From an optimization exercise on the open Yosys and OpenROAD flow, aimed at small area, a short achievable clock period and few clock cycles per item; shortcuts taken in it are not production practice.
The RTL was checked by simulation tests, not by an equivalence proof against the original design.
Power is estimated from default activity; no workload was simulated.

== build 28 ==
## agon_crypto
module agon_crypto (
    input  wire       clk,
    input  wire       rst,               
    input  wire       req,               
    input  wire       we,                
    input  wire       peek,              
    input  wire [7:0] addr,              
    input  wire [7:0] wdata,             
    input  wire       op_allowed,        
    input  wire       write_protected,   
    output wire       busy,              
    output reg  [7:0] rdata              
);
    localparam [5:0] LAST_IDX  = 6'h03;
    localparam [5:0] BLOCK_IDX = 6'h04;
    localparam [5:0] STATE_IDX = 6'h18;
    function [31:0] rotr;
        input [31:0] x;
        input integer k;
        begin
            rotr = (x >> k) | (x << (32 - k));
        end
    endfunction
    function [31:0] big_s0;
        input [31:0] x;
        begin
            big_s0 = rotr(x, 2) ^ rotr(x, 13) ^ rotr(x, 22);
        end
    endfunction
    function [31:0] big_s1;
        input [31:0] x;
        begin
            big_s1 = rotr(x, 6) ^ rotr(x, 11) ^ rotr(x, 25);
        end
    endfunction
    function [31:0] small_s0;
        input [31:0] x;
        begin
            small_s0 = rotr(x, 7) ^ rotr(x, 18) ^ (x >> 3);
        end
    endfunction
    function [31:0] small_s1;
        input [31:0] x;
        begin
  ...
==> flow/config.mk <==
export PLATFORM = sky130hd
export DESIGN_NAME = agon_crypto
export DESIGN_NICKNAME = agon_crypto
export VERILOG_FILES = /design/flow/design.v
export SDC_FILE = /design/flow/constraint.sdc
export NUM_CORES = 4
export LEC_CHECK = 0
export ABC_CLOCK_PERIOD_IN_PS = 4000
export CAP_MARGIN = 20
export CORE_MARGIN = 2
export CORE_UTILIZATION = 40
export PLACE_DENSITY = 0.6
export SETUP_SLACK_MARGIN = 5
export SLEW_MARGIN = 20
==> flow/constraint.sdc <==
create_clock -name core_clock -period 10.0 [get_ports {clk}]
set_input_delay 2.0000 -clock core_clock [delete_from_list [all_inputs] [get_ports {clk}]]
set_output_delay 2.0000 -clock core_clock [all_outputs]
set_load 0.01 [all_outputs]
standard.sh (not shown) runs the stock make flow with config.mk's settings and CLKGATE_MAP_FILE= SYNTH_SCRIPT=/design/flow/synth_recipe.tcl, a recipe that flattens the netlist after the stock synthesis.
==> flow/flow/run.sh <==
#!/bin/bash
# The standard layout (the standard.sh: standard synthesis, ORFS
# floorplan to finish at the design's clock and constraints), with two
# repair/CTS settings changed:
#  - clock tree synthesis inserts no dummy load cells.
# Each tool's output goes to ORFS's own logs; make's output to standard.log.
set -euo pipefail
bash standard.sh SETUP_SLACK_MARGIN=5.6 \
  "CTS_ARGS=-sink_clustering_enable -repair_clock_nets -dont_use_dummy_load" \
  finish > standard.log 2>&1
Testbench counts of build 28, summed over its fixed seeds: cycles 14,722, blocks 129.
Input-level comparison between trial 79 and build 28:
==> flow/run.sh (new file) <==
#!/bin/bash
# synth_recipe.tcl (not shown) runs the flow's synth.tcl, then flattens the netlist and writes it again
# the make line also repeats each setting of config.mk as NAME=value (left out here)
make -C /OpenROAD-flow-scripts/flow DESIGN_CONFIG=/design/flow/config.mk WORK_HOME=/design/flow/orfs CLKGATE_MAP_FILE= SYNTH_SCRIPT=/design/flow/synth_recipe.tcl finish
removed: flow/flow/run.sh
removed: flow/standard.sh
Findings:
Trial 79: all stages complete, timing, DRC and antenna checks passed. Between trial 79 and build 28, the end-of-flow core utilization is higher for build 28. Vias: trial 79 fewer than build 28. Status: static leakage power parity (build 28, trial 79). In trial 79, the sum of routed wire length over all layers came out about 2.8% below the value in build 28.

========
Another version of the RTL of agon_crypto (not shown whole).
Size: ~6700 cells after synthesis, about 1600 flip-flops, ~32 I/O pins, roughly 74000 um^2 of cells after synthesis.
// agon_crypto
module agon_crypto (
    input  wire       clk,
    input  wire       rst,               
    input  wire       req,               
    input  wire       we,                
    input  wire       peek,              
    input  wire [7:0] addr,              
    input  wire [7:0] wdata,             
    input  wire       op_allowed,        
    input  wire       write_protected,   
    output wire       busy,              
    output reg  [7:0] rdata              
);
    localparam [5:0] LAST_IDX  = 6'h03;
    localparam [5:0] BLOCK_IDX = 6'h04;
    localparam [5:0] STATE_IDX = 6'h18;
    function [31:0] rotr;
        input [31:0] x;
        input integer k;
        begin
            rotr = (x >> k) | (x << (32 - k));
        end
    endfunction
    function [31:0] big_s0;
        input [31:0] x;
        begin
            big_s0 = rotr(x, 2) ^ rotr(x, 13) ^ rotr(x, 22);
        end
    endfunction
    function [31:0] big_s1;
        input [31:0] x;
        begin
            big_s1 = rotr(x, 6) ^ rotr(x, 11) ^ rotr(x, 25);
        end
    endfunction
    function [31:0] small_s0;
        input [31:0] x;
        begin
            small_s0 = rotr(x, 7) ^ rotr(x, 18) ^ (x >> 3);
        end
    endfunction
    function [31:0] small_s1;
        input [31:0] x;
        begin
            small_s1 = rotr(x, 17) ^ rotr(x, 19) ^ (x >> 10);
        end
    endfunction
    function [31:0] iv;
        input [2:0] j;
        begin
            case (j)
                3'd0: iv = 32'h6a09e667; 3'd1: iv = 32'hbb67ae85;
                3'd2: iv = 32'h3c6ef372; 3'd3: iv = 32'ha54ff53a;
                3'd4: iv = 32'h510e527f; 3'd5: iv = 32'h9b05688c;
                3'd6: iv = 32'h1f83d9ab; default: iv = 32'h5be0cd19;
            endcase
        end
    endfunction
    localparam [2047:0] K_TABLE = {
  ...
export LEC_CHECK = 0
export ABC_CLOCK_PERIOD_IN_PS = 4000
export CAP_MARGIN = 20
export CORE_MARGIN = 2
export CORE_UTILIZATION = 50
export CTS_BUF_LIST = sky130_fd_sc_hd__clkbuf_8
export CTS_CLUSTER_DIAMETER = 50
export CTS_CLUSTER_SIZE = 18
export PLACE_DENSITY = 0.65
export SETUP_SLACK_MARGIN = 5
export SLEW_MARGIN = 20
create_clock -name core_clock -period 10.0 [get_ports {clk}]
==> flow/flow/run.sh <==
#!/bin/bash
# The standard layout (the standard.sh: standard synthesis, ORFS
# floorplan to finish at the design's clock and constraints), with these
# settings changed:
#  - clock tree synthesis inserts no dummy load cells (and uses the buffer
#    list and sink clustering from config.mk),
#  - pin placement keeps the we input next to the busy output (flow/io.tcl).
# Each tool's output goes to ORFS's own logs; make's output to standard.log.
set -euo pipefail
bash standard.sh SETUP_SLACK_MARGIN=5.6 \
  "CTS_ARGS=-sink_clustering_enable -repair_clock_nets -dont_use_dummy_load -buf_list sky130_fd_sc_hd__clkbuf_8 -sink_clustering_size 18 -sink_clustering_max_diameter 50" \
  "IO_CONSTRAINTS=$PWD/flow/io.tcl" \
  finish > standard.log 2>&1
==> flow/flow/io.tcl <==
# Pin placement constraint: keep the we input next to the busy output, whose
# path from we is the shortest input-to-output path.
set_io_pin_constraint -group -order -pin_names {we busy}
Testbench counts at the start, summed over its fixed seeds: cycles 14,722, blocks 129.
Rerun with:
--- a/flow/flow/run.sh
+++ b/flow/flow/run.sh
@@ -9,3 +9,3 @@
 set -euo pipefail
-bash standard.sh SETUP_SLACK_MARGIN=5.6 \
+bash standard.sh SETUP_SLACK_MARGIN=5.45 \
   "CTS_ARGS=-sink_clustering_enable -repair_clock_nets -dont_use_dummy_load -buf_list sky130_fd_sc_hd__clkbuf_8 -sink_clustering_size 18 -sink_clustering_max_diameter 50" \
Settings changed: CORE_UTILIZATION 50 to 40, PLACE_DENSITY 0.65 to 0.6.
Critical path depth rose by 2.
Wire length rises by 2.9%.
Via count went down by 1.5%.
Cell area hardly moves.
Cell count is higher by 6.1%.
Count of clock-buffer cells in the layout rises by 7.
Rerun with:
==> flow/flow/run.sh (replaced) <==
#!/bin/bash
# The standard layout (the standard.sh: standard synthesis, ORFS
# floorplan to finish at the design's clock and constraints), with two
# repair/CTS settings changed:
#  - clock tree synthesis inserts no dummy load cells (and uses the buffer
#    list and sink clustering from config.mk).
# Each tool's output goes to ORFS's own logs; make's output to standard.log.
set -euo pipefail
bash standard.sh SETUP_SLACK_MARGIN=5.6 \
  "CTS_ARGS=-sink_clustering_enable -repair_clock_nets -dont_use_dummy_load -buf_list sky130_fd_sc_hd__clkbuf_8 -sink_clustering_size 18 -sink_clustering_max_diameter 50" \
  finish > standard.log 2>&1
removed: flow/flow/io.tcl
=>
- count of clock-buffer cells in the layout came out lower by 3
- sequential share of layout area is lower by 0.55 points
- via count increases by 0.62%
- synthesized cell count does not change
- sequential power hardly moves

==> separate check: timing with driven ports <==
No port has a modelled driver above. Below, the same layouts with a new extraction and two added sets of constraints. Step 1 sets driving cells, clkbuf_16 on the clock port and buf_2 on the other inputs (assumed; they add their load-dependent delay and slew). Step 2 moves the port delays by t, midway between the first and last clock arrival at a register: inputs arrive t later, outputs are due t later. That takes back most of the time a late clock gives input paths. a / b / c = ideal / step 1 / step 2; a / b = the first two.
| run | t (ns) | setup WS [ns] | worst hold slack (ns) | worst setup path at the end |
|---|---|---|---|---|
| build 28 | 0.867 | 4.979 / 4.979 / 4.812 | 0.271 / 0.271 / 0.271 | input to register |
| trial 79 | 0.887 | 5.023 / 5.023 / 4.307 | 0.310 / 0.310 / 0.310 | input to register |
| the first run of note 2 | 0.997 | 5.466 / 5.435 / 4.525 | 0.279 / 0.279 / 0.279 | input to register |
| the second run of note 2 | 1.000 | 5.357 / 5.357 / 4.596 | 0.259 / 0.259 / 0.259 | input to register |
| the third run of note 2 | 1.001 | 5.465 / 5.425 / 4.563 | 0.262 / 0.262 / 0.262 | input to register |
After both steps setup and hold are still met in every run listed. For the first run of note 2, which loses most, drivers alone change the setup slack by -0.031 ns; drivers and shift together by -0.941 ns.
